Background: an optimization exercise with open tools, aiming at small area and a short achievable clock period. Do not read the settings as production practice.
At most, simulation tests tie the RTL to the original design; equivalence was not proved.
For runs 2 to 6, only the layout was checked, not whether the RTL still works.
No activity file was given, so power comes from the tool's default toggle rates.

==> flow/constraint.sdc <==
create_clock -name core_clock -period 10.0 [get_ports {clk}]
set_input_delay 2.0000 -clock core_clock [delete_from_list [all_inputs] [get_ports {clk}]]
set_output_delay 2.0000 -clock core_clock [all_outputs]
set_load 0.01 [all_outputs]
==> flow/config.mk <==
export PLATFORM = sky130hd
export DESIGN_NAME = juletre
export DESIGN_NICKNAME = juletre
export VERILOG_FILES = /design/flow/design.v
export SDC_FILE = /design/flow/constraint.sdc
export NUM_CORES = 4
export LEC_CHECK = 0
export CAP_MARGIN = 20
export CORE_MARGIN = 2
export CORE_UTILIZATION = 30
export PLACE_DENSITY = 0.5
export SLEW_MARGIN = 20
==> flow/design.v <==
module juletre_encode (
    input  wire [7:0]  b,
    input  wire        polarity,
    output wire [31:0] word
);
    reg [31:0] pre;
    integer i;
    always @* begin
        for (i = 0; i < 8; i = i + 1)
            pre[4*i +: 4] = b[i] ? 4'hE : 4'h8;
    end
    wire [31:0] swapped = {pre[15:0], pre[31:16]};
    assign word = polarity ? ~swapped : swapped;
endmodule
module juletre_sfd (
    input  wire       clk,
    input  wire       rst,
    input  wire       rx_valid,
    input  wire [7:0] rx_data,
    input  wire       sig_take,
    input  wire [3:0] pkt_rd_addr,
    output reg  [7:0] pkt_rd_data,
    output reg        pkt_rd_ok,
    output reg        new_data,
    output wire       evt_commit,
    output wire       evt_crc_fail,
    output wire       evt_rx_overrun
);
    reg [7:0] ring [0:31];
    reg [4:0] head;
    reg [4:0] tail;
    reg [5:0] count;
    reg [7:0] sxor;       
    reg [7:0] pxor;       
    reg [2:0] hidx;       
    reg       chk;        
    reg       pay;        
    reg [5:0] len;        
    reg [7:0] want;       
    reg [4:0] k;          
    reg       k_pop;      
    reg       k_last;     
    reg       enough;     
    reg       crc_bad;    
    reg [7:0] pkt [0:15];
    reg       pkt_all;    
    wire       full       = count[5];
    wire       empty      = (count == 6'd0);
    wire       push       = rx_valid && !full;
    wire [7:0] head_byte  = ring[head] ^ pxor;
    wire       hdr        = !chk && !pay;
    wire       hdr_pop    = hdr && !empty;
    wire       chk_pass   = chk && enough && !crc_bad;
    wire       step       = pay || chk_pass;
    wire       pop        = hdr_pop || (step && k_pop);
    wire       pkt_we     = step && !k[4];
    wire [7:0] pkt_wdata  = k_pop ? head_byte : 8'h00;
    assign evt_rx_overrun = rx_valid && full;
    assign evt_commit     = k_last;
    assign evt_crc_fail   = crc_bad;
    reg [7:0] magic;
    always @* begin
        case (hidx[1:0])
            2'd0: magic = 8'h55;   
            2'd1: magic = 8'h41;   
            2'd2: magic = 8'h52;   
            default: magic = 8'h54;   
        endcase
    end
    wire       enter_chk = hdr_pop && (hidx == 3'd6);
    wire       chk_n     = enter_chk || (chk && !enough);
    wire [4:0] head_n    = head + pop;
    wire [5:0] count_n   = count + push - pop;
    wire [7:0] pxor_n    = enter_chk ? ring[head] : pxor;
    wire [7:0] want_n    = enter_chk ? pxor : want;
    wire [4:0] last_slot = head_n + len[4:0] - 5'd1;
    wire [7:0] last_val  = (push && tail == last_slot) ? (sxor ^ rx_data) : ring[last_slot];
    wire [7:0] win_xor   = (len == 6'd0) ? pxor_n : last_val;
    wire       enough_n  = chk_n && (count_n >= len);
    wire       crc_bad_n = enough_n && (win_xor != want_n);
    wire [5:0] total_m2  = (len > 6'd16) ? len - 6'd2 : 6'd14;
    always @(posedge clk) begin
        if (push)
            ring[tail] <= sxor ^ rx_data;
        if (pkt_we)
            pkt[k[3:0]] <= pkt_wdata;
        pkt_rd_data <= pkt[pkt_rd_addr];
    end
    always @(posedge clk) begin
        if (rst) begin
            head     <= 5'd0;
            tail     <= 5'd0;
            count    <= 6'd0;
            sxor     <= 8'h00;
            pxor     <= 8'h00;
            hidx     <= 3'd0;
            chk      <= 1'b0;
            pay      <= 1'b0;
            k        <= 5'd0;
            k_pop    <= 1'b0;
            k_last   <= 1'b0;
            enough   <= 1'b0;
            crc_bad  <= 1'b0;
            pkt_all  <= 1'b0;
            pkt_rd_ok <= 1'b0;
            new_data <= 1'b0;
        end else begin
            if (push) begin
                tail <= tail + 5'd1;
                sxor <= sxor ^ rx_data;
            end
            if (pop) begin
                head <= head + 5'd1;
                pxor <= ring[head];
            end
            count   <= count_n;
            enough  <= enough_n;
            crc_bad <= crc_bad_n;
            if (hdr_pop) begin
                case (hidx)
                    3'd4: begin
                        len  <= (head_byte > 8'd32) ? 6'd63 : head_byte[5:0];
                        hidx <= 3'd5;
                    end
                    3'd5: begin
                        if (head_byte != 8'h00)
                            len <= 6'd63;
                        hidx <= 3'd6;
                    end
                    3'd6: begin
                        want  <= pxor;
                        chk   <= 1'b1;
                        hidx  <= 3'd0;
                        k_pop <= (len != 6'd0);
                    end
                    default: begin
                        if (head_byte == magic)
                            hidx <= hidx + 3'd1;
                        else
                            hidx <= 3'd0;   
                    end
                endcase
            end else if (chk) begin
                if (crc_bad) begin
                    chk <= 1'b0;
                end else if (enough) begin
                    chk    <= 1'b0;
                    pay    <= 1'b1;
                    k      <= 5'd1;
                    k_pop  <= (len > 6'd1);
                    k_last <= 1'b0;
                end
            end else if (pay) begin
                if (k_last) begin
                    pay    <= 1'b0;
                    k      <= 5'd0;
                    k_last <= 1'b0;
                end else begin
                    k      <= k + 5'd1;
                    k_pop  <= ({1'b0, k} + 6'd1 < len);
                    k_last <= ({1'b0, k} == total_m2);
                end
            end
            if (pkt_we && k[3:0] == 4'd15)
                pkt_all <= 1'b1;
            pkt_rd_ok <= pkt_all || (pay && {1'b0, pkt_rd_addr} < k);
            new_data  <= k_last || (new_data && !sig_take);
        end
    end
endmodule
module juletre_bse (
    input  wire        clk,
    input  wire        rst,
    input  wire [23:0] cfg_chan_map,
    input  wire        cfg_polarity,
    input  wire [7:0]  cfg_reset_delay_us,
    input  wire        pix_we,
    input  wire [4:0]  pix_addr,
    input  wire [7:0]  pix_wdata,
    input  wire        enc_start,
    input  wire [7:0]  enc_byte,
    output wire [31:0] enc_word,
    input  wire [5:0]  fb_rd_addr,
    output wire [31:0] fb_rd_data,
    output reg         fb_rd_ok,
    input  wire        tx_start,
    output reg         tx_out,
    output reg         tx_busy,
    output reg         enc_ready,
    output reg         enc_busy,
    output wire [1:0]  enc_status
);
    reg       polarity;
    reg [5:0] ids;         
    reg [5:0] fb_len;      
    reg [191:0] pixv;
    reg [7:0] fbb [1:24];
    reg [5:0] enc_pos;
    reg [2:0] a_px;        
    reg [1:0] a_ch;        
    reg [1:0] a_id;        
    reg       st_done;
    reg       fb_done;     
    reg [7:0] rd_b;        
    reg       rd_s;
    reg [11:0] tx_nxt;     
    assign enc_status = {1'b0, st_done};
    function [3:0] rwords(input [7:0] d);
        begin
            if (d == 8'd0)        rwords = 4'd0;
            else if (d <= 8'd20)  rwords = 4'd1;
            else if (d <= 8'd40)  rwords = 4'd2;
            else if (d <= 8'd60)  rwords = 4'd3;
            else if (d <= 8'd80)  rwords = 4'd4;
            else if (d <= 8'd100) rwords = 4'd5;
            else if (d <= 8'd120) rwords = 4'd6;
            else if (d <= 8'd140) rwords = 4'd7;
            else if (d <= 8'd160) rwords = 4'd8;
            else if (d <= 8'd180) rwords = 4'd9;
            else if (d <= 8'd200) rwords = 4'd10;
            else if (d <= 8'd220) rwords = 4'd11;
            else if (d <= 8'd240) rwords = 4'd12;
            else                  rwords = 4'd13;
        end
    endfunction
    juletre_encode u_enc_byte (.b(enc_byte), .polarity(polarity), .word(enc_word));
    wire [23:0] prow = pixv[24*a_px +: 24];
    reg  [7:0]  a_val;
    always @* begin
        case (a_id)
            2'd1: a_val = prow[7:0];
            2'd2: a_val = prow[15:8];
            2'd3: a_val = prow[23:16];
            default: a_val = 8'h00;   
        endcase
    end
    wire a_last = (enc_pos + 6'd1 == fb_len);
    wire       rd_data = (fb_rd_addr >= 6'd1) && (fb_rd_addr <= 6'd24);
    wire [7:0] rd_byte = rd_data ? fbb[fb_rd_addr] : 8'h00;
    genvar g;
    generate
        for (g = 0; g < 8; g = g + 1) begin : g_rd
            assign fb_rd_data[4*g+3] = rd_s;
            assign fb_rd_data[4*g+2] = rd_b[(g + 4) % 8];
            assign fb_rd_data[4*g+1] = rd_b[(g + 4) % 8];
            assign fb_rd_data[4*g]   = polarity;
        end
    endgenerate
    wire [5:0] tx_w    = tx_nxt[11:6];
    wire [4:0] tx_s    = tx_nxt[5:1];
    wire       tx_end  = (tx_w == fb_len) && (tx_nxt[5:0] == 6'd0);
    wire       tx_data = (tx_w >= 6'd1) && (tx_w <= 6'd24);
    wire [7:0] tx_byte = (enc_busy && enc_pos == tx_w) ? a_val : fbb[tx_w];
    reg        tx_bit;
    always @* begin
        case (tx_s[1:0])
            2'd0: tx_bit = 1'b1;
            2'd3: tx_bit = 1'b0;
            default: tx_bit = tx_byte[~tx_s[4:2]];
        endcase
    end
    integer i;
    always @(posedge clk) begin
        for (i = 0; i < 24; i = i + 1) begin
            if (rst)
                pixv[8*i +: 8] <= 8'h00;
            else if (pix_we && pix_addr[4:2] == i / 3 && pix_addr[1:0] == i % 3)
                pixv[8*i +: 8] <= pix_wdata;
        end
        for (i = 1; i <= 24; i = i + 1)
            if (enc_busy && enc_pos == i)
                fbb[i] <= a_val;
    end
    always @(posedge clk) begin
        if (rst) begin
            polarity  <= cfg_polarity;
            ids       <= {cfg_chan_map[17:16], cfg_chan_map[9:8], cfg_chan_map[1:0]};
            fb_len    <= 6'd25 + rwords(cfg_reset_delay_us);
            enc_ready <= (cfg_chan_map[7:2] == 6'd0) && (cfg_chan_map[15:10] == 6'd0) &&
                         (cfg_chan_map[23:18] == 6'd0);
            enc_busy  <= 1'b0;
            enc_pos   <= 6'd0;
            a_px      <= 3'd0;
            a_ch      <= 2'd0;
            a_id      <= 2'd0;
            st_done   <= 1'b0;
            fb_done   <= 1'b0;
            fb_rd_ok  <= 1'b0;
            rd_b      <= 8'h00;
            rd_s      <= 1'b0;
            tx_busy   <= 1'b0;
            tx_nxt    <= 12'd1;
            tx_out    <= cfg_polarity;
        end else begin
            if (enc_busy) begin
                if (a_last) begin
                    enc_busy <= 1'b0;
                    enc_pos  <= 6'd0;
                    st_done  <= 1'b1;
                    fb_done  <= 1'b1;
                end else begin
                    enc_pos <= enc_pos + 6'd1;
                end
                if (enc_pos != 6'd0) begin
                    if (a_ch == 2'd2) begin
                        a_ch <= 2'd0;
                        a_px <= a_px + 3'd1;
                        a_id <= ids[1:0];
                    end else begin
                        a_ch <= a_ch + 2'd1;
                        a_id <= (a_ch == 2'd0) ? ids[3:2] : ids[5:4];
                    end
                end
            end else if (enc_start && enc_ready) begin
                enc_busy <= 1'b1;
                enc_pos  <= 6'd0;
                st_done  <= 1'b0;
                a_px     <= 3'd0;
                a_ch     <= 2'd0;
                a_id     <= ids[1:0];
            end
            fb_rd_ok <= fb_done ? (fb_rd_addr < fb_len) : (enc_busy && fb_rd_addr < enc_pos);
            rd_b     <= rd_byte ^ {8{polarity}};
            rd_s     <= rd_data ^ polarity;
            if (tx_busy) begin
                if (tx_end) begin
                    tx_busy <= 1'b0;
                    tx_nxt  <= 12'd1;
                end else begin
                    tx_nxt  <= tx_nxt + 12'd1;
                end
            end else if (tx_start && st_done) begin
                tx_busy <= 1'b1;
            end
            tx_out <= (tx_busy && !tx_end) ? (polarity ^ (tx_data && tx_bit)) : polarity;
        end
    end
endmodule
module juletre (
    input  wire        clk,
    input  wire        rst,
    input  wire [23:0] cfg_chan_map,
    input  wire        cfg_polarity,
    input  wire [7:0]  cfg_reset_delay_us,
    input  wire        rx_valid,
    input  wire [7:0]  rx_data,
    input  wire        sig_take,
    input  wire [3:0]  pkt_rd_addr,
    output wire [7:0]  pkt_rd_data,
    output wire        pkt_rd_ok,
    output wire        new_data,
    output wire        evt_commit,
    output wire        evt_crc_fail,
    output wire        evt_rx_overrun,
    input  wire        pix_we,
    input  wire [4:0]  pix_addr,
    input  wire [7:0]  pix_wdata,
    input  wire        enc_start,
    input  wire [7:0]  enc_byte,
    output wire [31:0] enc_word,
    input  wire [5:0]  fb_rd_addr,
    output wire [31:0] fb_rd_data,
    output wire        fb_rd_ok,
    input  wire        tx_start,
    output wire        tx_out,
    output wire        tx_busy,
    output wire        enc_ready,
    output wire        enc_busy,
    output wire [1:0]  enc_status
);
    juletre_sfd u_sfd (
        .clk(clk), .rst(rst),
        .rx_valid(rx_valid), .rx_data(rx_data), .sig_take(sig_take),
        .pkt_rd_addr(pkt_rd_addr), .pkt_rd_data(pkt_rd_data), .pkt_rd_ok(pkt_rd_ok),
        .new_data(new_data), .evt_commit(evt_commit), .evt_crc_fail(evt_crc_fail),
        .evt_rx_overrun(evt_rx_overrun)
    );
    juletre_bse u_bse (
        .clk(clk), .rst(rst),
        .cfg_chan_map(cfg_chan_map), .cfg_polarity(cfg_polarity),
        .cfg_reset_delay_us(cfg_reset_delay_us),
        .pix_we(pix_we), .pix_addr(pix_addr), .pix_wdata(pix_wdata),
        .enc_start(enc_start), .enc_byte(enc_byte), .enc_word(enc_word),
        .fb_rd_addr(fb_rd_addr), .fb_rd_data(fb_rd_data), .fb_rd_ok(fb_rd_ok),
        .tx_start(tx_start), .tx_out(tx_out), .tx_busy(tx_busy),
        .enc_ready(enc_ready), .enc_busy(enc_busy), .enc_status(enc_status)
    );
endmodule
==> flow/run.sh <==
#!/bin/bash
# synth_recipe.tcl (not shown) runs the flow's synth.tcl, then flattens the netlist and writes it again
# the make line also repeats each setting of config.mk as NAME=value (left out here)
make -C /OpenROAD-flow-scripts/flow DESIGN_CONFIG=/design/flow/config.mk WORK_HOME=/design/flow/orfs CLKGATE_MAP_FILE= SYNTH_SCRIPT=/design/flow/synth_recipe.tcl finish
==> results.txt, run 1 <==
* Area of the core: 140000 µm²
* Period utilisation layout: 63.3%
* Final number of hold-violating endpoints: 0
- The tightest min-delay check is of the reg2reg type.
- Synthesis produced a netlist with a net count of 3287.
- For this design, the slowest cell found on the critical path is fa_4.
* Count of buffers from port buffering: 161
* Inst Count DP: 5025
- Slack of the worst reg-to-reg path: 3.67 ns
* Post-CTS sizing: 0
- Ys async rst share: 0%
- The post-route netlist has 16.3% of its cells at a drive strength greater than 1.
- Vert. Die Dim: 379 µm
- Per-instance average area after synthesis: 13.5 µm²
- Number of levels the H-tree was split into: 3
- Cell family contributing the most delay on the critical path: simple AND/OR/NAND/NOR gates
- The run finished with no timing, DRC or antenna violations.
- Summed over all cells, the static leakage comes to 17.0 nW.
- Gr ovfl total: 0
- Slew headroom: 11.6%
- Number of standard cells in the final layout excluding fillers: 5216
* Fin nets: 3400
- Clock skew: 0.0398 ns
* Detailed router's first-iteration violation count: 3250
- Unrepaired setup endpoints after global routing: no
- The congestion estimate from routability-driven global placement came to 0.948.
- The number of antenna diodes in the final layout is 0.
- The first global-routing pass estimated 189000 µm of wire.
- The worst path in the final design needs a cycle of 6.33 ns, including I/O delays and setup.
* Largest net degree at the start of global routing: 89
- Once the clock tree was built, the setup fixing pass inserted 0 buffers.
* Number of synthesis warnings: 12
- The first detailed-routing pass ran for 9 iterations.
- Critical path launch point type: flip-flop
- After clock tree synthesis, the clock-pin slew on the worst setup and hold paths is 0.06 ns.
- Clock latency on the worst-skew pair, taken at its later pin, is 0.72 ns.
- TritonCTS built the clock tree.
* Achievable clock frequency: 158 MHz
- Overall Global Routing Usage: 17.7%
- In the final routed layout, each cell accounts on average for 24.8 µm.
* Crit-path most repeated cell: inv_1
- The detail route stage leaves a number of antenna-violating nets equal to 0.
- After detailed routing, the number of remaining DRC violations is 0.
- Summing every instance area after synthesis gives 42300 µm².
- Critical path capture point type: flip-flop
- The max-slew violation count came to 0.
- Final sum of negative setup slack: 0 ns
* WP data required: 10.57 ns
- Top fanout value on the critical path: 36
- At the pin with the least slew margin, the transition time is 1.32 ns.
* Most frequent standard cell in the layout excluding fill and tap cells: edfxtp_1
- Post-synth EDFFs: 604
* Area growth from synthesis to final layout: 16.1%
- Total clock buffers created by CTS: 102
* Cts hold-fix bufs: 0
- Sequential fraction of the synthesis area: 56.8%
- The worst-case IR drop observed on VDD is 0.234 mV.
- The die is 379 µm wide.
* Wire length reported by the detailed router: 130000 µm
- Counting the fill cells in the layout gives 13453.
* Delay contributed by the slowest stage of the critical path: 1.18 ns
- Worst Path Arrival: 6.90 ns
- Post-synthesis sequential element count: 898
- In the routed layout, each cell is associated on average with a via count of 5.36.
- Number of standard-cell rows in the floorplan: 137
- Commonest cells after routing, fill and taps aside: 604 x edfxtp_1, 409 x nor2_1, 289 x dfxtp_1
- Setup violations remaining at the end of the flow were counted as 0.
* Largest buffer count on any clock path: 3
* Number of standard cells after synthesis: 3142
* Initial core utilization: 30.3%
- Number of global-route vias before repair: 26885
- Detailed placement HPWL: 84800 µm
* Number of distinct library cells after synthesis: 86
- The die covers 144000 µm².
- The setup path with the least slack is of type reg2reg.
* Max-Cap Viols: 0
- Pwr Density: 230 nW/µm²
* # clock sinks: 898
* Top_reg_cell synth: edfxtp_1
- In this run the count of I/O pins placed on the die edge is 163.
- The number of buffers and inverters on the critical path is 6.
- The initial antenna violation count is 2.
* Library cell used as clock root buffer: clkbuf_16
* Via count: 27958
[cell type report]
class / count / area, µm² / area share [%]
Sequential cell: 898 / 24000 / 49.0
Multi-Input combinational cell: 1932 / 17000 / 34.6
Clock buffer: 140 / 2780 / 5.66
Tap cell: 1876 / 2350 / 4.78
Timing Repair Buffer: 247 / 2230 / 4.55
Clock inverter: 49 / 427 / 0.869
Inverter: 74 / 278 / 0.566
[worst register-to-register path: cells and delay by family, from the launching register on]
kind / cells / cell delay (ns)
simple gates: 9 / 1.93
xor+xnor: 2 / 0.35
fa+ha+maj: 4 / 1.67
compound gates: 4 / 0.88
flops: 1 / 0.32
buf+inv: 6 / 1.06
[where the power goes]
part           total [mW]  internal (mW)  switching (mW)  leakage, nW
Combinational        3.38           1.60            1.78         7.24
Clock                3.62           2.06            1.56         1.57
Sequential           4.27           4.09           0.184         8.17
[routing by layer]
metal / share of wire [%] / vias to the layer above / global-route usage, %
li1: - / 12253 / -
met1: 44 / 14023 / 25.3
met2: 44 / 1357 / 26.5
met3: 8.2 / 323 / 3.64
met4: 3.8 / 2 / 6.30
met5: 0.0054 / - / 0
[logic make-up after synthesis]
group,share of synthesized area (%)
fa+ha+maj,1.99
compound gates,6.79
buf+inv,3.51
other cells,0.00887
flops,56.8
simple gates,9.37
mux,18.9
xor+xnor,2.65
[synth_stat cells (10+ instances only)]
cell	n	area [µm²]
nor3_1	33	165
mux2i_1	257	2570
xnor2_1	58	508
nor2_1	415	1560
buf_2	29	145
clkbuf_1	132	495
a221oi_1	31	272
nand3_1	77	385
and2_1	25	156
xor2_1	60	526
o21ai_0	42	210
edfxtp_1	604	18100
nand4_1	42	263
inv_1	73	274
and3_1	27	169
dfxtp_1	294	5890
a211oi_1	13	97.6
nor4_1	18	113
nor2b_1	25	156
nand2b_1	26	163
a22oi_1	50	375
a22o_1	37	324
buf_1	11	41.3
a21oi_1	68	340
a21o_1	10	75.1
a32oi_1	38	333
a31oi_1	12	75.1
nand2_1	113	424
mux4_2	230	5180
buf_4	61	458
ha_1	64	801
[per-stage QoR]
stage               total power, mW  util [%]  hold slack (ns)  setup slack, ns  area (µm²)
floorplan                      6.73         -            0.426             4.99       42300
global placement               7.75      32.8            0.444             3.71       45900
detailed placement             7.77      32.8            0.443             3.66       45900
CTS                            11.4      35.1            0.451             3.64       49100
global route                   11.8      35.1            0.474             3.17       49100
finish                         11.3      35.1            0.449             3.67       49100
[registers in the layout, indices dropped and copies added (netlist names), 5 cells and up, named ones only]
name and flops:
u_sfd.ring 256, u_bse.fbb 192, u_bse.pixv 192, u_sfd.pkt 128, u_bse.tx_nxt 12, u_bse.rd_b 8
u_sfd.pkt_rd_data 8, u_sfd.pxor 8, u_sfd.sxor 8, u_sfd.want 8, u_bse.enc_pos 6, u_bse.fb_len 6
u_bse.ids 6, u_sfd.count 6, u_sfd.len 6, u_sfd.head 5, u_sfd.k 5, u_sfd.tail 5
[worst paths after layout]
path                         startpoint                    endpoint  depth (start not counted)
max           u_sfd.count[5]$_SDFF_PP0_    u_sfd.crc_bad$_SDFF_PP0_                         25
min reg2reg  u_bse.pixv[7]$_SDFFE_PP0P_  u_bse.pixv[7]$_SDFFE_PP0P_                          2
min          u_bse.pixv[7]$_SDFFE_PP0P_  u_bse.pixv[7]$_SDFFE_PP0P_                          2
max reg2reg   u_sfd.count[5]$_SDFF_PP0_    u_sfd.crc_bad$_SDFF_PP0_                         25
==> run 2, diff against run 1 <==
--- a/flow/design.v
+++ b/flow/design.v
@@ -69,14 +69,20 @@
     end
     wire       enter_chk = hdr_pop && (hidx == 3'd6);
     wire       chk_n     = enter_chk || (chk && !enough);
-    wire [4:0] head_n    = head + pop;
     wire [5:0] count_n   = count + push - pop;
     wire [7:0] pxor_n    = enter_chk ? ring[head] : pxor;
     wire [7:0] want_n    = enter_chk ? pxor : want;
-    wire [4:0] last_slot = head_n + len[4:0] - 5'd1;
-    wire [7:0] last_val  = (push && tail == last_slot) ? (sxor ^ rx_data) : ring[last_slot];
-    wire [7:0] win_xor   = (len == 6'd0) ? pxor_n : last_val;
-    wire       enough_n  = chk_n && (count_n >= len);
+    reg  [4:0] lslot;
+    wire [4:0] last_slot = chk ? lslot : head + len[4:0];
+    wire       last_new  = push && (tail == last_slot);
+    wire [7:0] win_xor   = (len == 6'd0) ? pxor_n :
+                           last_new ? (sxor ^ rx_data) : ring[last_slot];
+    wire       c_ge      = (count >= len);
+    wire       c_gt      = (count > len);
+    wire       c_eq      = (count == len);
+    wire       c_eqm1    = (count + 6'd1 == len);
+    wire       enough_n  = chk ? (!enough && (c_ge || (push && c_eqm1)))
+                               : (enter_chk && (c_gt || (push && c_eq)));
     wire       crc_bad_n = enough_n && (win_xor != want_n);
     wire [5:0] total_m2  = (len > 6'd16) ? len - 6'd2 : 6'd14;
     always @(posedge clk) begin
@@ -129,6 +135,7 @@
                     end
                     3'd6: begin
                         want  <= pxor;
+                        lslot <= head + len[4:0];
                         chk   <= 1'b1;
                         hidx  <= 3'd0;
                         k_pop <= (len != 6'd0);
@@ -259,14 +266,18 @@
             default: tx_bit = tx_byte[~tx_s[4:2]];
         endcase
     end
+    reg  [23:0] pix_ld;
+    wire [7:0]  pix_d = pix_wdata & {8{~rst}};
+    integer j;
+    always @* begin
+        for (j = 0; j < 24; j = j + 1)
+            pix_ld[j] = rst || (pix_we && pix_addr[4:2] == j / 3 && pix_addr[1:0] == j % 3);
+    end
     integer i;
     always @(posedge clk) begin
-        for (i = 0; i < 24; i = i + 1) begin
-            if (rst)
-                pixv[8*i +: 8] <= 8'h00;
-            else if (pix_we && pix_addr[4:2] == i / 3 && pix_addr[1:0] == i % 3)
-                pixv[8*i +: 8] <= pix_wdata;
-        end
+        for (i = 0; i < 24; i = i + 1)
+            if (pix_ld[i])
+                pixv[8*i +: 8] <= pix_d;
         for (i = 1; i <= 24; i = i + 1)
             if (enc_busy && enc_pos == i)
                 fbb[i] <= a_val;
--- a/flow/config.mk
+++ b/flow/config.mk
@@ -7,6 +7,7 @@
 export LEC_CHECK = 0
 export CAP_MARGIN = 20
 export CORE_MARGIN = 2
-export CORE_UTILIZATION = 30
-export PLACE_DENSITY = 0.5
+export CORE_UTILIZATION = 45
+export PLACE_DENSITY = 0.6
+export SETUP_SLACK_MARGIN = 5
 export SLEW_MARGIN = 20
==> run 2 against run 1 <==
Highest routed layer is now met4. Critical endpoint is now enc_word[18]. Clock power fell by 2%. Global-route usage rose by 11 points. Clock-buffer cell count fell by 13. Sequential power rose by 4.9%. Combinational power fell by about 20%. Core utilization rose by 17 points. Critical path depth fell by 22.
==> results.txt, run 2 <==
- The library cell occupying the most area in the post-synthesis netlist was edfxtp_1 (unchanged).
* Start-to-end type of the worst setup path: in2out (was reg2reg)
- The largest net degree at the start of global routing is 67 (was 89).
* Commonest cells after routing, fill and taps aside: 801 x edfxtp_1, 334 x nand2_1, 235 x nor2_1 (was 604 x edfxtp_1, 409 x nor2_1, 289 x dfxtp_1)
- Cell Chain, Critical Path: clkdlybuf4s50_1, xor2_1, dlygate4sd2_1
* Routed wire per std cell: 29.4 µm (was 24.8 µm)
- The maximum fanout along the worst path was 2 (was 36).
- The mean post-synth cell area came to 13.4 µm² (was 13.5 µm²).
- The most frequently used cell type in the post-synthesis netlist is edfxtp_1 (unchanged).
- Critical path launch point type: input port (was flip-flop)
- The max-capacitance violation count came to 0 (unchanged).
- The global-route wire length before repair was 195000 µm (was 189000 µm).
- The peak ir drop on the vdd network is 0.156 mV (was 0.234 mV).
- Detailed router's first-iteration violation count: 3759 (was 3250)
- Number of max-slew violations in the final report: 0 (unchanged)
* Initial antenna violation count: 1 (was 2)
* Number of standard-cell rows in the floorplan: 112 (was 137)
- Leakage Power: 16.0 nW (was 17.0 nW)
* Top_reg_cell synth: edfxtp_1 (unchanged)
* Post-DR vias/cell: 6.23 (was 5.36)
- Largest buffer count on any clock path: 3 (unchanged)
* Top cell type's share of synthesized area: 57.3% (was 42.9%)
- Period utilisation layout: 49.8% (was 63.3%)
- # clock sinks: 903 (was 898)
* Synthesized-area fraction occupied by adder cells: 2.09% (was 1.99%)
* Clock skew: 0.0312 ns (was 0.0398 ns)
- Detailed placement HPWL: 90200 µm (was 84800 µm)
* Area growth from synthesis to final layout: 15.0% (was 16.1%)
* Cell family contributing the most delay on the critical path: buffers and inverters (was simple AND/OR/NAND/NOR gates)
- The remaining routing DRC violations was 0 (unchanged).
* Worst Path Buf+Inv: 2 (was 6)
* Final setup margin: 5.02 ns (was 3.67 ns)
- Pwr Density: 222 nW/µm² (was 230 nW/µm²)
* Setup Buffers After CTS: 0 (unchanged)
- The clock-pin transition on the worst setup and hold timing paths is 0.07 ns (was 0.06 ns).
- The number of CTS-inserted buffers came to 96 (was 102).
- Placed standard-cell area: 45100 µm² (was 45900 µm²)
- The core region area is 92900 µm² (was 140000 µm²).
- The peak clock frequency supported by timing came to 201 MHz (was 158 MHz).
- The overall global routing resource usage came to 28.2% (was 17.7%).
- The horizontal die dimension was 309 µm (was 379 µm).
- The total iterations of the first detailed-routing run came to 7 (was 9).
- Final number of hold-violating endpoints: 0 (unchanged)
- The number of distinct library cell variants in the gate-level netlist after synthesis is 78 (was 86).
- The transition time at the pin with the least slew margin came to 1.20 ns (was 1.32 ns).
- Vert. Die Dim: 309 µm (was 379 µm)
- The net count after synthesis is 3278 (was 3287).
- Post-synthesis sequential element count: 903 (was 898)
- The via total after detailed routing was 28872 (was 27958).
- The post-route core utilization came to 51.9% (was 35.1%).
* Sequential fraction of the synthesis area: 62.2% (was 56.8%)
- The flip-flop count of the largest register after layout came to 256 (unchanged).
- Count of filler cells inserted in the layout: 7837 (was 13453)
- The clock period minus worst slack is 4.98 ns (was 6.33 ns).
* Number of synthesis warnings: 12 (unchanged)
- Initial core utilization: 45.2% (was 30.3%)
- The number of nets in the final layout is 3444 (was 3400).
- The type of the worst min-delay path is reg2reg (unchanged).
- The compound-cell area share of the yosys netlist was 8.53% (was 6.79%).
- Share of the synthesized netlist area taken by xor and xnor gates: 2.48% (was 2.65%)
- The worst hold slack after final layout is 0.494 ns (was 0.449 ns).
- The required arrival time at the worst endpoint came to 8.00 ns (was 10.57 ns).
- The total number of H-tree levels came to 3 (unchanged).
- TritonCTS clock tree: done (unchanged)
- The slowest stage cell on the critical path was clkdlybuf4s50_1 (was fa_4).
- The setup slack at placement was 4.70 ns (was 3.66 ns).
* Proportion of synthesized area in mux cells: 10.5% (was 18.9%)
- Remaining antenna violation count: 0 (unchanged)
- Outcome: complete, no violations (unchanged)
- Library cell used as clock root buffer: clkbuf_16 (unchanged)
* Worst-Skew Late Latency: 0.69 ns (was 0.72 ns)
- The commonest non-fill, non-tap cell in the layout was edfxtp_1 (unchanged).
* Cell types with the highest counts after synthesis: 801 x edfxtp_1, 334 x nand2_1, 250 x nor2_1, 150 x nand3_1, 133 x mux4_2 (was 604 x edfxtp_1, 415 x nor2_1, 294 x dfxtp_1, 257 x mux2i_1, 230 x mux4_2)
- Ys async rst share: 0% (unchanged)
- Number of global-route vias before repair: 27976 (was 26885)
- The worst-case headroom to the max-slew limit came to 19.9% (was 11.6%).
- The final non-filler cell area came to 48300 µm² (was 49100 µm²).
- The main combinational cell family by area after synthesis is simple AND/OR/NAND/NOR gates (was multiplexers).
- Layout cell share with drive strength beyond 1: 13.3% (was 16.3%)
- Area contributors post-synth: edfxtp_1 57%, mux4_2 7.1%, dfxtp_1 4.9% (was edfxtp_1 43%, dfxtp_1 14%, mux4_2 12%)
* Final setup fails: 0 (unchanged)
- Number of standard cells after synthesis: 3131 (was 3142)
* # IOs: 163 (unchanged)
- The final estimated routing congestion in global placement is 0.993 (was 0.948).
- The final wirelength was 136000 µm (was 130000 µm).
* Post-synth EDFFs: 801 (was 604)
- Worst Path Arrival: 2.98 ns (was 6.90 ns)
* Unrepaired setup endpoints after global routing: yes (was no)
* Area fraction in and, or, nand and nor cells after synthesis: 11.2% (was 9.37%)
- The sum of negative setup slack was 0 ns (unchanged).
- The number of buffers added on ports is 161 (unchanged).
- The delay of the slowest critical-path stage came to 0.49 ns (was 1.18 ns).
- Cell Area, Synth: 42000 µm² (was 42300 µm²)
* Critical path capture point type: primary output (was flip-flop)
- Total Die Area: 95700 µm² (was 144000 µm²)
- Registers with the highest flip-flop counts: u_sfd.ring (256), u_bse.fbb (192), u_bse.pixv (192) (unchanged)
- Gr ovfl total: 0 (unchanged)
- Biggest register: u_sfd.ring (unchanged)
==> run 2: cell count changes in the layout (fill, tap and decap cells not counted), sizes merged, moves of 56 or more <==
cell / change
nor2: -165
nand2: +221
nand3: +73
dfxtp: -192
a22oi: +56
edfxtp: +197
mux2i: -138
mux4: -96
==> run 2: worst reg2reg max path: stages, from the launching register on <==
cell     delay, ns
dfxtp_4       0.80
buf_6         0.68
mux4_1        0.76
mux4_2        0.59
mux2i_4       0.26
xnor2_1       0.36
xor2_1        0.16
nor3_2        0.15
a31oi_1       0.07
nor4_2        0.37
nand3_1       0.17
o22ai_1       0.19
==> run 2: cell families after synthesis <==
group,Yosys count
multiplexers,263
other,1
flip-flops,903
buffers and inverters,261
AO/OA/AOI/OAI,507
AND/OR/NAND/NOR,1009
adder cells (fa/ha/maj),69
XOR/XNOR,118
==> run 2: layer usage <==
metal	GRT usage, %	wire length (µm)
met3	6.56	13100
met1	39.5	56900
met4	10.3	4730
met5	0	0
met2	43.2	61500
==> run 2: cell type report <==
class / instances / area [µm²] / area share (%)
sequential: 903 / 26100 / 54.1
timing repair buffer: 263 / 2360 / 4.89
clock buffer: 127 / 2590 / 5.37
inverter: 66 / 248 / 0.513
antenna: 1 / 2.50 / 0.00519
clock inverter: 53 / 502 / 1.04
multi-input combinational: 1967 / 14900 / 30.8
tap: 1254 / 1570 / 3.25
==> run 2: through the flow <==
step,total power [mW],cells
2_1_floorplan,6.23,3131
3_3_place_gp,7.16,4450
3_5_place_dp,7.21,4451
4_1_cts,10.7,4631
5_1_grt,11.1,4633
6_report,10.7,4634
==> run 2: worst paths after layout <==
| path | startpoint | endpoint | slack, ns | depth (start not counted) |
|---|---|---|---|---|
| worst min register to register | u_sfd.pkt_all$_SDFFE_PP0P_ | u_sfd.pkt_all$_SDFFE_PP0P_ | 0.49 | 2 |
| worst max register to register | flip-flop | u_sfd.hidx[1]$_SDFFE_PP0P_ | 5.37 | 11 |
| worst min-delay path | u_sfd.pkt_all$_SDFFE_PP0P_ | u_sfd.pkt_all$_SDFFE_PP0P_ | 0.49 | 2 |
| worst max-delay path | enc_byte[0] | enc_word[18] | 5.02 | 3 |
==> run 2: power by group <==
group	leakage [nW]	internal, mW	switching [mW]
sequential	8.19	4.33	0.149
clock	1.49	2.01	1.53
combinational	6.33	0.962	1.74
total	16.0	7.31	3.42
==> run 2: timing repair <==
item / 4_1_cts / 5_1_grt
endpoints found under the setup margin: 17 / 16
hold buffers: 0 / 0
cloned: 0 / 0
gates resized for setup: 18 / 12
==> run 3, diff against run 2 <==
==> flow/flow/run.sh (new file) <==
#!/bin/bash
set -euo pipefail
bash standard.sh SETUP_SLACK_MARGIN=5.7 finish > flow_make.log 2>&1
==> flow/standard.sh (new file) <==
#!/bin/bash
# synth_recipe.tcl (not shown) runs the flow's synth.tcl, then flattens the netlist and writes it again
# the make line also repeats each setting of config.mk as NAME=value (left out here)
make -C /OpenROAD-flow-scripts/flow DESIGN_CONFIG=/design/flow/config.mk WORK_HOME=/design/flow/orfs CLKGATE_MAP_FILE= SYNTH_SCRIPT=/design/flow/synth_recipe.tcl "${@:-finish}"
removed: flow/run.sh
==> run 3 against run 2 <==
Worst setup slack improved by 0.59 ns. Non-clock buffer count increased by 4. Register-to-register slack improved by 0.34 ns. Maximum frequency increased by 13%. Core utilization increased by 0.59 points. Area after synthesis unchanged. Sequential share of layout area decreased by 0.61 points. Routed wire length increased by 0.18%. Hold slack got worse by 0.038 ns. Power increased by 1.5%. Die area unchanged. Largest cell class unchanged.
==> results.txt, run 3 <==
- The commonest non-fill, non-tap cell in the layout was edfxtp_1 (unchanged).
- The maximum fanout along the worst path came to 2 (unchanged).
* Achievable clock frequency: 227 MHz (was 201 MHz)
- Post-DR vias/cell: 6.31 (was 6.23)
* Slew headroom: 11.5% (was 19.9%)
- The required arrival time at the worst endpoint was 8.00 ns (about the same).
- Commonest cells after routing, fill and taps aside: 801 x edfxtp_1, 334 x nand2_1, 232 x nor2_1 (was 801 x edfxtp_1, 334 x nand2_1, 235 x nor2_1)
- # IOs: 163 (unchanged)
* Worst hold slack: 0.456 ns (was 0.494 ns)
- The clock root buffer is clkbuf_16 (unchanged).
* Gr ovfl total: 0 (unchanged)
* Overall Global Routing Usage: 28.2% (about the same)
- Number of standard-cell rows in the floorplan: 112 (unchanged)
- Unrepaired setup endpoints after global routing: yes (unchanged).
* Top cell type's share of synthesized area: 57.3% (unchanged)
* Via count: 29306 (was 28872)
* Area contributors post-synth: edfxtp_1 57%, mux4_2 7.1%, dfxtp_1 4.9% (unchanged)
- The number of enable flip-flop cells after synthesis is 801 (unchanged).
* Biggest register: u_sfd.ring (unchanged)
- TritonCTS clock tree: done (unchanged)
- The final wirelength came to 136000 µm (about the same).
* Min cycle time layout: 4.40 ns (was 4.98 ns)
- The peak ir drop on the vdd network came to 0.200 mV (was 0.156 mV).
* Post-synthesis sequential element count: 903 (unchanged)
- The Yosys warning count was 12 (unchanged).
- Area growth from synthesis to final layout: 16.3% (was 15.0%)
* Detailed router's first-iteration violation count: 4176 (was 3759)
* # clock sinks: 903 (unchanged)
- The type of the worst min-delay path was reg2reg (unchanged).
- Area of the core: 92900 µm² (unchanged)
* Number of levels the H-tree was split into: 3 (unchanged)
- Outcome: complete, no violations (unchanged)
* Worst-path clk slew: 0.06 ns (was 0.07 ns)
* Clock skew: 0.0397 ns (was 0.0312 ns)
- Cell types with the highest counts after synthesis: 801 x edfxtp_1, 334 x nand2_1, 250 x nor2_1, 150 x nand3_1, 133 x mux4_2 (unchanged).
- The library cell occupying the most area in the post-synthesis netlist is edfxtp_1 (unchanged).
- The remaining routing DRC violations came to 0 (unchanged).
- Routed wire per std cell: 29.4 µm (about the same)
* Remaining antenna violation count: 0 (unchanged)
* Initial core utilization: 45.2% (unchanged)
- Start-to-end type of the worst setup path: in2out (unchanged)
* Number of inserted diodes: 0 (was 1)
- Number of iterations in the first detailed-routing pass: 8 (was 7)
- The sequential element share of the synthesized area was 62.2% (unchanged).
- Largest net degree at the start of global routing: 69 (was 67)
* Sequential cell area: 26100 µm² (unchanged)
* Max-Cap Viols: 0 (unchanged)
- The setup slack at placement is 4.64 ns (was 4.70 ns).
* Number of standard cells after synthesis: 3131 (unchanged)
- The fraction of registers with async set or reset after synthesis came to 0% (unchanged).
* Least-Margin Pin Slew: 1.32 ns (was 1.20 ns)
* Registers with the highest flip-flop counts: u_sfd.ring (256), u_bse.fbb (192), u_bse.pixv (192) (unchanged)
- The area used by multi-input combinational logic was 15100 µm² (was 14900 µm²).
- The most used flip-flop cell after synthesis is edfxtp_1 (unchanged).
* Final RePlAce weighted congestion: 0.996 (was 0.993)
- The worst-case setup margin in the final layout was 5.60 ns (was 5.02 ns).
- Wire length of the first global-routing pass: 195000 µm (about the same)
* Fin nets: 3450 (was 3444)
* Period utilisation layout: 44.0% (was 49.8%)
- The max-slew violation count was 0 (unchanged).
* Count of filler cells inserted in the layout: 7691 (was 7837)
- Critical path capture point type: primary output (unchanged)
* Detailed placement HPWL: 89800 µm (was 90200 µm)
- Vert. Die Dim: 309 µm (unchanged)
* Die X: 309 µm (unchanged)
* Total Die Area: 95700 µm² (unchanged)
- Count of buffers from port buffering: 161 (unchanged)
- The signal arrival time at the worst endpoint was 2.40 ns (was 2.98 ns).
* Cell Area, Synth: 42000 µm² (unchanged)
* Number of global-route vias before repair: 28286 (was 27976)
* Mapped Nets: 3278 (unchanged)
* Number of standard cells in the final layout excluding fillers: 4642 (was 4634)
- The number of hold violations in the final report came to 0 (unchanged).
- Inst Count DP: 4444 (was 4451)
- Initial antenna violation count: 2 (was 1)
- The power density of the placed cells is 223 nW/µm² (was 222 nW/µm²).
- Final core utilization: 52.5% (was 51.9%)
- Number of distinct library cells after synthesis: 78 (unchanged)
* Largest register FFs: 256 (unchanged)
- The launching element type of the critical path is an input port (unchanged).
- Layout cell share with drive strength beyond 1: 14.8% (was 13.3%)
- The sum of negative setup slack came to 0 ns (unchanged).
* Per-instance average area after synthesis: 13.4 µm² (unchanged)
- The total setup violations reported at the end of the flow is 0 (unchanged).
- The total leakage power came to 16.2 nW (was 16.0 nW).
- The post-cts hold buffer count came to 0 (unchanged).
- The number of CTS-inserted buffers is 98 (was 96).
- Largest buffer count on any clock path: 3 (unchanged)
- Worst-Skew Late Latency: 0.70 ns (was 0.69 ns)
* Most frequent cell after synthesis: edfxtp_1 (unchanged)
## run 3: cell families after synthesis
group                      Yosys count  synth area share (%)
adders and majority gates           69                  2.09
muxes                              263                  10.5
and+or+nand+nor                   1009                  11.2
DFF                                903                  62.2
xor gates and xnor gates           118                  2.48
buffers and inverters              261                  2.95
AOI/OAI and AO/OA                  507                  8.53
other                                1               0.00894
## run 3: area by class of cell
type,count,area share (%)
Tap cell,1254,3.22
Timing Repair Buffer,267,5.26
Clock buffer,132,5.50
Sequential cell,903,53.5
Inverter,66,0.508
Multi-Input combinational cell,1967,30.9
Clock inverter,53,1.09
## run 3: worst paths after layout
kind                                                 start                    endpoint  slack, ns  cells after the start
worst max-delay path                           enc_byte[6]                 enc_word[9]       5.60                      3
worst min-delay path            u_sfd.pkt_all$_SDFFE_PP0P_  u_sfd.pkt_rd_ok$_SDFF_PP0_       0.46                      2
worst max register to register  u_sfd.len[3]$_SDFFCE_PP1P_    u_sfd.crc_bad$_SDFF_PP0_       5.71                     12
worst min register to register  u_sfd.pkt_all$_SDFFE_PP0P_  u_sfd.pkt_rd_ok$_SDFF_PP0_       0.46                      2
## run 3: stage by stage
stage | area, µm² | power, mW
5_1_grt | 48800 | 11.3
2_1_floorplan | 42100 | 6.24
4_1_cts | 48600 | 10.9
6_report | 48800 | 10.9
3_5_place_dp | 45200 | 7.18
3_3_place_gp | 45200 | 7.14
## run 3: critical path, cell delays in order
cell,delay (ns)
buf_8,0.10
xor2_4,0.15
buf_6,0.14
## run 3: timing repair
item | in CTS | in global routing
resized for setup | 165 | 22
gates cloned | 0 | 0
endpoints found under the setup margin | 128 | 40
pin swaps | 0 | 1
buffers inserted | 3 | 8
## run 3: power by group
group          switching, mW  internal [mW]
Combinational           1.77           1.02
Sequential             0.134           4.33
Clock                   1.53           2.12
Total                   3.43           7.47
## run 3: routing by layer
| metal | up-vias | global-route usage (%) | share of wire [%] |
|---|---|---|---|
| met3 | 354 | 5.53 | 9.6 |
| met1 | 14765 | 40.2 | 42 |
| li1 | 12393 | - | - |
| met4 | 0 | 12.0 | 4.4 |
| met2 | 1794 | 42.4 | 44 |
| met5 | - | 0 | 0 |
==> run 4, diff against run 3 <==
==> flow/flow/run.sh (replaced) <==
#!/bin/bash
set -euo pipefail
bash standard.sh SETUP_SLACK_MARGIN=5.4 finish > flow_make.log 2>&1
==> run 4 against run 3 <==
Flip-flop and latch count unchanged. Final cell count decreased by 0.15%. Maximum frequency decreased by 4.1%. Synthesized cell count unchanged. Clock skew decreased by 0.0094 ns. Critical path depth unchanged. Worst setup slack worse by 0.19 ns. Highest routed layer unchanged.
==> results.txt, run 4 <==
- Outcome: complete, no violations (unchanged).
- The total iterations of the first detailed-routing run came to 6 (was 8).
* Min cycle time layout: 4.58 ns (was 4.40 ns)
- The final wirelength came to 137000 µm (was 136000 µm).
* Number of standard cells after synthesis: 3131 (unchanged)
- Cell types with the highest counts after synthesis: 801 x edfxtp_1, 334 x nand2_1, 250 x nor2_1, 150 x nand3_1, 133 x mux4_2 (unchanged)
- The delay of the slowest critical-path stage is 0.25 ns (was 0.15 ns).
* Cts hold-fix bufs: 0 (unchanged)
- Hold depth: 2 (unchanged)
- Critical path launch point type: input port (unchanged)
- The slowest stage cell on the critical path is dlygate4sd2_1 (was xor2_4).
* Largest net degree at the start of global routing: 67 (was 69)
- The mean post-synth cell area is 13.4 µm² (unchanged).
- The commonest non-fill, non-tap cell in the layout is edfxtp_1 (unchanged).
- The destination of the worst hold path was u_sfd.pkt_all$_SDFFE_PP0P_ (was u_sfd.pkt_rd_ok$_SDFF_PP0_).
- The total leakage power is 16.0 nW (was 16.2 nW).
- The reg2reg setup slack is 5.55 ns (was 5.71 ns).
- Post-synthesis sequential element count: 903 (unchanged)
- Biggest register: u_sfd.ring (unchanged)
- The type of the worst min-delay path is reg2reg (unchanged).
* Final sum of negative setup slack: 0 ns (unchanged)
- Top fanout value on the critical path: 2 (unchanged)
- The most used flip-flop cell after synthesis is edfxtp_1 (unchanged).
- Die X: 309 µm (unchanged)
- Cell Chain, Critical Path: dlygate4sd2_1, xor2_2, buf_2 (was buf_8, xor2_4, buf_6)
- The TritonCTS sink count was 903 (unchanged).
- The Yosys warning count was 12 (unchanged).
- The net count after synthesis was 3278 (unchanged).
- Pwr Density: 223 nW/µm² (about the same)
- The number of routed nets with antenna violations is 0 (unchanged).
- The area growth from synthesis to final layout was 15.0% (was 16.3%).
- The number of nets in the final layout is 3445 (was 3450).
- The post-synth design cell area came to 42000 µm² (unchanged).
- Final number of hold-violating endpoints: 0 (unchanged)
* Total clock buffers created by CTS: 96 (was 98)
* Unrepaired setup endpoints after global routing: no (was yes)
* Initial antenna violation count: 1 (was 2)
- The number of buffers added on ports was 161 (unchanged).
- The total setup violations reported at the end of the flow was 0 (unchanged).
- Count of filler cells inserted in the layout: 7843 (was 7691)
* Number of distinct library cells after synthesis: 78 (unchanged)
- The starting density of the core is 45.2% (unchanged).
- The instance area after placement is 45100 µm² (was 45200 µm²).
- Ys async rst share: 0% (unchanged)
- The clock tree skew after final layout is 0.0302 ns (was 0.0397 ns).
* Area contributors post-synth: edfxtp_1 57%, mux4_2 7.1%, dfxtp_1 4.9% (unchanged)
- The type of destination of the critical path was a primary output (unchanged).
- The remaining routing DRC violations is 0 (unchanged).
- The peak clock frequency supported by timing was 218 MHz (was 227 MHz).
* Sequential fraction of the synthesis area: 62.2% (unchanged)
- Registers with the highest flip-flop counts: u_sfd.ring (256), u_bse.fbb (192), u_bse.pixv (192) (unchanged)
* Library cell used as clock root buffer: clkbuf_16 (unchanged)
- Gr ovfl total: 0 (unchanged)
- Fin area: 48300 µm² (was 48800 µm²)
* Detailed router's first-iteration violation count: 3793 (was 4176)
* Total Die Area: 95700 µm² (unchanged)
- The vertical die dimension came to 309 µm (unchanged).
* Largest register FFs: 256 (unchanged)
- The startpoint of the most critical hold path is u_sfd.pkt_all$_SDFFE_PP0P_ (unchanged).
- The clock-pin transition on the worst setup and hold timing paths was 0.07 ns (was 0.06 ns).
- The core region area is 92900 µm² (unchanged).
* Synth area leader: edfxtp_1 (unchanged)
- Worst-Skew Late Latency: 0.69 ns (was 0.70 ns)
- Largest buffer count on any clock path: 3 (unchanged)
- Top cell type's share of synthesized area: 57.3% (unchanged)
- The startpoint-to-endpoint class of the critical path was in2out (unchanged).
- The required arrival time at the worst endpoint is 8.00 ns (about the same).
- Post-DR vias/cell: 6.25 (was 6.31)
- The critical register-to-register path endpoint is u_sfd.len[3]$_SDFFCE_PP1P_ (was u_sfd.crc_bad$_SDFF_PP0_).
- The post-route fraction of the period consumed by the critical path was 45.8% (was 44.0%).
- The max-slew violation count was 0 (unchanged).
* Layout cell share with drive strength beyond 1: 13.9% (was 14.8%)
- The number of global-route vias before repair is 27971 (was 28286).
- The via total after detailed routing came to 28947 (was 29306).
- Most frequent cell after synthesis: edfxtp_1 (unchanged)
- The total number of H-tree levels came to 3 (unchanged).
* Slew headroom: 18.6% (was 11.5%)
* # IOs: 163 (unchanged)
- Wire length of the first global-routing pass: 195000 µm (about the same)
- Overall Global Routing Usage: 28.2% (about the same)
* Worst-case vdd ir drop: 0.148 mV (was 0.200 mV)
* TritonCTS clock tree: done (unchanged)
* Final RePlAce weighted congestion: 0.993 (was 0.996)
- The HPWL after detailed placement was 90200 µm (was 89800 µm).
* Number of standard-cell rows in the floorplan: 112 (unchanged)
* Commonest cells after routing, fill and taps aside: 801 x edfxtp_1, 334 x nand2_1, 234 x nor2_1 (was 801 x edfxtp_1, 334 x nand2_1, 232 x nor2_1)
- The detail-routed net length per standard cell was 29.5 µm (was 29.4 µm).
- Worst Path Arrival: 2.58 ns (was 2.40 ns)
* Least-Margin Pin Slew: 1.22 ns (was 1.32 ns)
- The number of enable flip-flop cells after synthesis was 801 (unchanged).
- Max-Cap Viols: 0 (unchanged)
* Worst reg2reg path depth: 12 (unchanged)
==> run 4: area by class of cell <==
type,count,area (µm²),area share (%)
Inverter,66,248,0.513
Tap cell,1254,1570,3.25
Antenna cell,1,2.50,0.00519
Clock buffer,127,2590,5.37
Sequential cell,903,26100,54.1
Timing Repair Buffer,264,2320,4.81
Clock inverter,53,502,1.04
Multi-Input combinational cell,1967,14900,30.9
==> run 4: worst max-delay path by stage <==
| stage | depth (start not counted) | startpoint | to |
|---|---|---|---|
| 2_1_floorplan | 2 | enc_byte[6] | enc_word[10] |
| 3_3_place_gp | 3 | enc_byte[2] | enc_word[25] |
| 3_5_place_dp | 3 | enc_byte[1] | enc_word[21] |
| 4_1_cts | 3 | enc_byte[0] | enc_word[17] |
| 5_1_grt | 3 | enc_byte[4] | enc_word[2] |
| 6_report | 3 | enc_byte[2] | enc_word[25] |
==> run 4: cells by family after synthesis <==
| group | after synthesis | share of synthesized area [%] |
|---|---|---|
| AO/OA/AOI/OAI | 507 | 8.53 |
| XOR/XNOR | 118 | 2.48 |
| adder cells (fa/ha/maj) | 69 | 2.09 |
| buffers and inverters | 261 | 2.95 |
| flip-flops | 903 | 62.2 |
| multiplexers | 263 | 10.5 |
| other | 1 | 0.00894 |
| AND/OR/NAND/NOR | 1009 | 11.2 |
==> run 4: power breakdown <==
group / internal [mW] / total, mW / switching, mW
Sequential: 4.33 / 4.47 / 0.138
Clock: 2.01 / 3.54 / 1.53
Combinational: 0.970 / 2.74 / 1.77
==> run 4: routing by layer <==
metal  vias to the layer above  share of wire [%]  track usage [%]
met2                      1545                 45             43.2
li1                      12374                  -                -
met3                       309                9.5             6.55
met5                         -                  0                0
met1                     14719                 42             39.5
met4                         0                3.6             10.3
==> run 4: worst max-delay path, delay by kind of cell <==
family | cells | cell delay [ns]
buf+inv | 2 | 0.42
xor+xnor | 1 | 0.16
==> run 4: metrics by stage <==
stage	hold slack (ns)	utilization, %	cells	setup WS [ns]	power (mW)
4_1_cts	0.497	51.8	4631	5.40	10.7
3_5_place_dp	0.484	48.6	4451	4.70	7.21
5_1_grt	0.510	51.9	4634	5.40	11.1
6_report	0.494	51.9	4635	5.42	10.8
3_3_place_gp	0.456	48.5	4450	4.77	7.16
2_1_floorplan	0.406	-	3131	5.57	6.23
==> run 4: timing repair <==
action / 4_1_cts / 5_1_grt
setup endpoints to repair: 31 / 28
buffers inserted: 0 / 1
gates cloned: 0 / 0
resized for setup: 81 / 13
==> run 5, diff against run 4 <==
==> flow/flow/run.sh (replaced) <==
#!/bin/bash
set -euo pipefail
bash standard.sh SETUP_SLACK_MARGIN=5.7 "BUFFER_PORTS_ARGS=-buffer_cell sky130_fd_sc_hd__buf_1" finish > flow_make.log 2>&1
--- a/flow/config.mk
+++ b/flow/config.mk
@@ -7,7 +7,8 @@
 export LEC_CHECK = 0
 export CAP_MARGIN = 20
 export CORE_MARGIN = 2
-export CORE_UTILIZATION = 45
-export PLACE_DENSITY = 0.6
-export SETUP_SLACK_MARGIN = 5
+export CORE_UTILIZATION = 60
+export CTS_BUF_LIST = sky130_fd_sc_hd__clkbuf_8
+export CTS_CLUSTER_SIZE = 20
+export PLACE_DENSITY = 0.7
 export SLEW_MARGIN = 20
==> run 5 against run 4 <==
Final cell count is 5.0% lower. Via count is 2.9% higher. Sequential power hardly changed. Synthesized cell count stayed put. Clock-buffer cell count is 36 higher. Clock power is 11% lower. Largest cell class unchanged. Highest routed layer is now met5.
==> results.txt, run 5 <==
- The cell family contributing the most delay on the critical path was buffers and inverters (unchanged).
- Max-Cap Viols: 0 (unchanged)
* Clock group share of total power: 30.7% (was 33.0%)
- The HPWL after detailed placement was 87700 µm (was 90200 µm).
* Routed wire per std cell: 30.2 µm (was 29.5 µm)
- Fin nets: 3494 (was 3445)
- The area share of xor/xnor cells in the synthesized design is 2.48% (unchanged).
- The vertical die dimension is 268 µm (was 309 µm).
- Top fanout value on the critical path: 2 (unchanged)
- Cell Area, Synth: 42000 µm² (unchanged)
- Start-to-end type of the worst setup path: in2out (unchanged)
- The Yosys warning count is 12 (unchanged).
- Min cycle time layout: 4.42 ns (was 4.58 ns)
- Share of the synthesized area in compound gates (AO/OA/AOI/OAI): 8.53% (unchanged)
* Wire length of the first global-routing pass: 191000 µm (was 195000 µm)
- Area contributors post-synth: edfxtp_1 57%, mux4_2 7.1%, dfxtp_1 4.9% (unchanged).
- Largest buffer count on any clock path: 3 (unchanged)
- The required arrival time at the worst endpoint is 8.00 ns (about the same).
- The number of enable flip-flop cells after synthesis came to 801 (unchanged).
- The final wirelength came to 133000 µm (was 137000 µm).
* TritonCTS clock tree: done (unchanged)
- Cell types with the highest counts after synthesis: 801 x edfxtp_1, 334 x nand2_1, 250 x nor2_1, 150 x nand3_1, 133 x mux4_2 (unchanged)
- # clock sinks: 903 (unchanged)
* Min-Delay Path Class: reg2reg (unchanged)
- The fraction of registers with async set or reset after synthesis came to 0% (unchanged).
- Final setup margin: 5.58 ns (was 5.42 ns)
* Top_reg_cell synth: edfxtp_1 (unchanged)
* Number of iterations in the first detailed-routing pass: 7 (was 6)
- Post-DR vias/cell: 6.76 (was 6.25)
- Period utilisation layout: 44.2% (was 45.8%)
- Count of buffers from port buffering: 161 (unchanged)
- The initial antenna violation count was 2 (was 1).
- The largest net degree at the start of global routing was 71 (was 67).
* Commonest cells after routing, fill and taps aside: 801 x edfxtp_1, 333 x nand2_1, 240 x nor2_1 (was 801 x edfxtp_1, 334 x nand2_1, 234 x nor2_1)
* Worst-path clk slew: 0.06 ns (was 0.07 ns)
- The setup slack at placement was 5.02 ns (was 4.70 ns).
* Via count: 29776 (was 28947)
* Synthesized-area fraction occupied by adder cells: 2.09% (unchanged)
- Cts hold-fix bufs: 0 (unchanged)
- The commonest non-fill, non-tap cell in the layout is edfxtp_1 (unchanged).
* Final setup fails: 0 (unchanged)
* Net switching power figure: 3.40 mW (was 3.44 mW)
- The DRC violation total after the first TritonRoute iteration was 4372 (was 3793).
- The most frequently used cell type in the post-synthesis netlist is edfxtp_1 (unchanged).
- The core region area was 68900 µm² (was 92900 µm²).
- The transition time at the pin with the least slew margin is 1.35 ns (was 1.22 ns).
- The multiplexer share of the synthesized area was 10.5% (unchanged).
* Area growth from synthesis to final layout: 12.2% (was 15.0%)
- The launching element type of the critical path was an input port (unchanged).
* Clock skew: 0.0457 ns (was 0.0302 ns)
* Per-instance average area after synthesis: 13.4 µm² (unchanged)
- Overall Global Routing Usage: 37.0% (was 28.2%)
* Largest family of logic cells by synthesized area: simple AND/OR/NAND/NOR gates (unchanged)
- Fraction of power spent switching nets: 33.0% (was 32.0%)
* Final sum of negative setup slack: 0 ns (unchanged)
- Unrepaired setup endpoints after global routing: yes (was no).
- Area fraction in and, or, nand and nor cells after synthesis: 11.2% (unchanged)
* Synth area leader: edfxtp_1 (unchanged)
* Biggest register: u_sfd.ring (unchanged)
- Number of max-slew violations in the final report: 0 (unchanged)
- The worst path buffer plus inverter count is 2 (unchanged).
- Fraction of power consumed by sequential logic: 43.4% (was 41.6%)
- The sum of internal, switching and leakage power was 10.3 mW (was 10.8 mW).
- Cell Chain, Critical Path: buf_8, xor2_4, buf_6 (was dlygate4sd2_1, xor2_2, buf_2)
- The share of post-route cells with drive strength above 1 came to 15.5% (was 13.9%).
- Registers with the highest flip-flop counts: u_sfd.ring (256), u_bse.fbb (192), u_bse.pixv (192) (unchanged).
- The area share of the leading cell type in the synthesized netlist is 57.3% (unchanged).
* Achievable clock frequency: 226 MHz (was 218 MHz)
- Number of global-route vias before repair: 28845 (was 27971)
- The number of routed nets with antenna violations came to 0 (unchanged).
- The net count after synthesis is 3278 (unchanged).
* Gr ovfl total: 0 (unchanged)
* Post-synthesis sequential element count: 903 (unchanged)
* Final RePlAce weighted congestion: 0.991 (was 0.993)
- Outcome: complete, no violations (unchanged)
- Number of standard-cell rows in the floorplan: 96 (was 112)
- The number of CTS-inserted buffers came to 147 (was 96).
* Post-route DRC: 0 (unchanged)
* Cell Int Power: 6.90 mW (was 7.31 mW)
- Sequential fraction of the synthesis area: 62.2% (unchanged)
* Delay contributed by the slowest stage of the critical path: 0.17 ns (was 0.25 ns)
* Slew headroom: 9.64% (was 18.6%)
- The number of hold violations in the final report came to 0 (unchanged).
- The slowest stage cell on the critical path was xor2_4 (was dlygate4sd2_1).
- Worst-case vdd ir drop: 0.196 mV (was 0.148 mV)
* Number of standard cells after synthesis: 3131 (unchanged)
* Leakage Power: 15.9 nW (was 16.0 nW)
* Worst-Skew Late Latency: 0.83 ns (was 0.69 ns)
* Library cell used as clock root buffer: clkbuf_8 (was clkbuf_16)
- Worst Path Arrival: 2.42 ns (was 2.58 ns)
- Largest register FFs: 256 (unchanged)
* Total Die Area: 72100 µm² (was 95700 µm²)
- The horizontal die dimension is 268 µm (was 309 µm).
- The I/O pin count came to 163 (unchanged).
- The starting density of the core came to 60.9% (was 45.2%).
- The power density of the placed cells was 219 nW/µm² (was 223 nW/µm²).
* Worst hold slack: 0.453 ns (was 0.494 ns)
- Number of levels the H-tree was split into: 4 (was 3)
* Combinational fraction of design power: 25.9% (was 25.5%)
- Critical path capture point type: primary output (unchanged)
* Number of distinct library cells after synthesis: 78 (unchanged)
-- run 5: metal layers --
metal	routed length, µm	vias to the layer above	track usage, %
li1	-	12496	-
met1	49900	14651	50.3
met2	60500	2233	56.2
met3	16300	394	10.4
met4	6090	2	16.4
met5	12	-	0
-- run 5: worst paths after layout --
check / slack [ns] / cells after the start / endpoint / start
max: 5.58 / 3 / enc_word[25] / enc_byte[2]
min: 0.45 / 2 / u_sfd.pkt_rd_ok$_SDFF_PP0_ / u_sfd.pkt_all$_SDFFE_PP0P_
max reg2reg: 5.78 / 12 / u_sfd.crc_bad$_SDFF_PP0_ / u_sfd.len[3]$_SDFFCE_PP1P_
min reg2reg: 0.45 / 2 / u_sfd.pkt_rd_ok$_SDFF_PP0_ / u_sfd.pkt_all$_SDFFE_PP0P_
-- run 5: cell type report --
class,instances,area (µm²)
flip-flops and latches,903,26100
multi-input cells,1967,15000
inverters,66,248
diodes,3,7.51
clock inverters,109,669
fillers,4885,21900
well taps,931,1160
clock buffers,163,2240
repair buffers,262,1660
-- run 5: tightest hold or removal path: cells and delay by family, from the launching register on --
| kind | cells | cell delay (ns) |
|---|---|---|
| AOI/OAI and AO/OA | 1 | 0.05 |
| buffers and inverters | 1 | 0.05 |
| DFF | 1 | 0.31 |
-- run 5: cells by family after synthesis --
logic type | count (synthesis)
compound gates | 507
flops | 903
xor+xnor | 118
fa+ha+maj | 69
mux | 263
other cells | 1
simple gates | 1009
buf+inv | 261
-- run 5: stage by stage --
stage	area [µm²]	instances	util (%)
floorplan	42100	3131	-
global placement	43800	4123	63.5
detailed placement	43800	4124	63.5
CTS	47000	4398	68.1
global route	47100	4403	68.3
finish	47100	4404	68.3
-- run 5: power groups by stage --
stage / combinational (mW) / sequential [mW] / clock (mW)
finish: 2.66 / 4.47 / 3.16
global route: 2.81 / 4.48 / 3.35
global placement: 2.44 / 4.55 / 0
detailed placement: 2.50 / 4.56 / 0
floorplan: 1.77 / 4.47 / 0
CTS: 2.55 / 4.48 / 3.18
-- run 5: what timing repair did --
| action | in CTS | in global routing |
|---|---|---|
| gates resized for setup | 79 | 15 |
| pin swaps | 0 | 0 |
| buffers inserted | 2 | 3 |
| gates cloned | 0 | 0 |
| endpoints found under the setup margin | 56 | 31 |
==> run 6, diff against run 5 <==
--- a/flow/config.mk
+++ b/flow/config.mk
@@ -8,7 +8,6 @@
 export CAP_MARGIN = 20
 export CORE_MARGIN = 2
 export CORE_UTILIZATION = 60
-export CTS_BUF_LIST = sky130_fd_sc_hd__clkbuf_8
-export CTS_CLUSTER_SIZE = 20
+export CTS_BUF_LIST = sky130_fd_sc_hd__clkbuf_4
 export PLACE_DENSITY = 0.7
 export SLEW_MARGIN = 20
==> run 6 against run 5 <==
Still clean on timing, DRC and antenna. Via count up 2.2%. Register-to-register slack about the same. Die area unchanged. Routed wire length up 0.95%. Design area up 0.37%. Critical endpoint unchanged.
==> results.txt, run 6 <==
* Outcome: complete, no violations (unchanged)
* Detailed placement HPWL: 87700 µm (unchanged)
- Sequential fraction of the synthesis area: 62.2% (unchanged)
- The die footprint is 72100 µm² (unchanged).
- Area contributors post-synth: edfxtp_1 57%, mux4_2 7.1%, dfxtp_1 4.9% (unchanged).
* Remaining antenna violation count: 0 (unchanged)
* Post-synth EDFFs: 801 (unchanged)
- The CTS tree is done (unchanged).
- The area share of the leading cell type in the synthesized netlist was 57.3% (unchanged).
* Top_reg_cell synth: edfxtp_1 (unchanged)
* Initial core utilization: 60.9% (unchanged)
- The core region area came to 68900 µm² (unchanged).
- Final core utilization: 68.5% (was 68.3%)
- The mean post-synth cell area is 13.4 µm² (unchanged).
- Most frequent cell after synthesis: edfxtp_1 (unchanged)
- The I/O pin count is 163 (unchanged).
* Ys async rst share: 0% (unchanged)
* Clock skew: 0.0949 ns (was 0.0457 ns)
- Initial antenna violation count: 1 (was 2)
* Number of standard-cell rows in the floorplan: 96 (unchanged)
* Area growth from synthesis to final layout: 12.6% (was 12.2%)
- The number of buffers added on ports is 161 (unchanged).
- Most frequent standard cell in the layout excluding fill and tap cells: edfxtp_1 (unchanged)
- The number of CTS-inserted buffers came to 219 (was 147).
- The clock root buffer was clkbuf_4 (was clkbuf_8).
- The total setup violations reported at the end of the flow came to 0 (unchanged).
- Unrepaired setup endpoints after global routing: yes (unchanged)
- The slowest stage cell on the critical path is xor2_4 (unchanged).
- Post-synthesis sequential element count: 903 (unchanged)
* # clock sinks: 903 (unchanged)
- The maximum fanout along the worst path was 2 (unchanged).
* Synth area leader: edfxtp_1 (unchanged)
- The register ranked first by flip-flop count was u_sfd.ring (unchanged).
* Period utilisation layout: 44.1% (was 44.2%)
==> run 6: cell counts after synthesis <==
Identical to the previous run, type by type.
==> run 6: routing by layer <==
layer | track usage [%] | part of all wire [%] | vias up | routed length (µm)
li1 | - | - | 12795 | -
met1 | 50.4 | 38 | 14924 | 50500
met2 | 56.5 | 46 | 2325 | 61300
met3 | 10.4 | 12 | 387 | 16600
met4 | 16.6 | 4.2 | 0 | 5610
met5 | 0 | 0 | - | 0
==> run 6: logic make-up (layout without fill, tap and decap cells) <==
kind of cell	Yosys count	in the layout	synth area share, %
AOI/OAI and AO/OA	507	507	8.53
adders and majority gates	69	69	2.09
buffers and inverters	261	746	2.95
other	1	4	0.00894
DFF	903	903	62.2
xor gates and xnor gates	118	118	2.48
and+or+nand+nor	1009	1009	11.2
muxes	263	263	10.5
==> run 6: stage by stage <==
| stage | total power [mW] | setup slack [ns] | std cells | instance area [µm²] |
|---|---|---|---|---|
| 2_1_floorplan | 6.24 | 5.69 | 3131 | 42100 |
| 3_3_place_gp | 6.98 | 5.05 | 4123 | 43800 |
| 3_5_place_dp | 7.06 | 5.02 | 4124 | 43800 |
| 4_1_cts | 10.2 | 5.59 | 4535 | 47000 |
| 5_1_grt | 10.7 | 5.59 | 4548 | 47200 |
| 6_report | 10.3 | 5.59 | 4550 | 47300 |
==> run 6: final cells by class <==
| class | count | area share (%) |
|---|---|---|
| Tap cell | 931 | 2.47 |
| Clock buffer | 330 | 5.24 |
| Multi-Input combinational cell | 1967 | 31.7 |
| Clock inverter | 79 | 1.08 |
| Timing Repair Buffer | 271 | 3.71 |
| Inverter | 66 | 0.532 |
| Sequential cell | 903 | 55.2 |
| Antenna cell | 3 | 0.0159 |
==> run 6: report_power, final <==
part | total (mW) | switching (mW) | internal [mW]
combinational | 2.67 | 1.72 | 0.957
sequential | 4.47 | 0.140 | 4.33
clock | 3.16 | 1.58 | 1.58
total | 10.3 | 3.44 | 6.86
==> run 6: worst paths after layout <==
check                           depth (start not counted)  slack (ns)                    endpoint                  startpoint
worst max register to register                         14        5.79    u_sfd.crc_bad$_SDFF_PP0_  u_sfd.len[0]$_SDFFCE_PP1P_
worst min-delay path                                    2        0.46  u_sfd.pkt_rd_ok$_SDFF_PP0_  u_sfd.pkt_all$_SDFFE_PP0P_
worst max-delay path                                    3        5.59                enc_word[25]                 enc_byte[2]
worst min register to register                          2        0.46  u_sfd.pkt_rd_ok$_SDFF_PP0_  u_sfd.pkt_all$_SDFFE_PP0P_
==> run 6: worst max-delay path, delay by kind of cell <==
family	cells	cell delay (ns)
XOR/XNOR	1	0.17
buffers and inverters	2	0.24
==> run 6: timing repair <==
| action | 4_1_cts | 5_1_grt |
|---|---|---|
| setup buffers | 2 | 11 |
| cloned | 0 | 1 |
| endpoints found under the setup margin | 56 | 41 |
| gates resized for setup | 80 | 17 |
| pin swaps | 0 | 1 |
| endpoints found under the hold margin | 0 | 0 |

-- afterwards: timing with drivers on the ports --
No port has a modelled driver above. Below, the same layouts with a new extraction and two added sets of constraints. Step 1 assumes that a clkbuf_16 drives the clock port and a buf_2 every other input. Step 2 also shifts input and output timing later by t, the mid clock arrival at the registers, as if the neighbouring blocks saw the same clock. a / b / c = ideal ports / drivers / drivers and shift; a / b = the first two.
run | shift t [ns] | slack for setup (ns)
run 1 | 0.773 | 3.672 / 3.672 / 3.672
run 2 | 0.740 | 5.019 / 4.992 / 4.636
run 3 | 0.741 | 5.604 / 5.560 / 4.984
run 4 | 0.740 | 5.416 / 5.389 / 4.711
run 5 | 0.871 | 5.584 / 5.531 / 4.768
run 6 | 1.134 | 5.593 / 5.539 / 4.798
After both steps setup and hold are still met in every run listed.
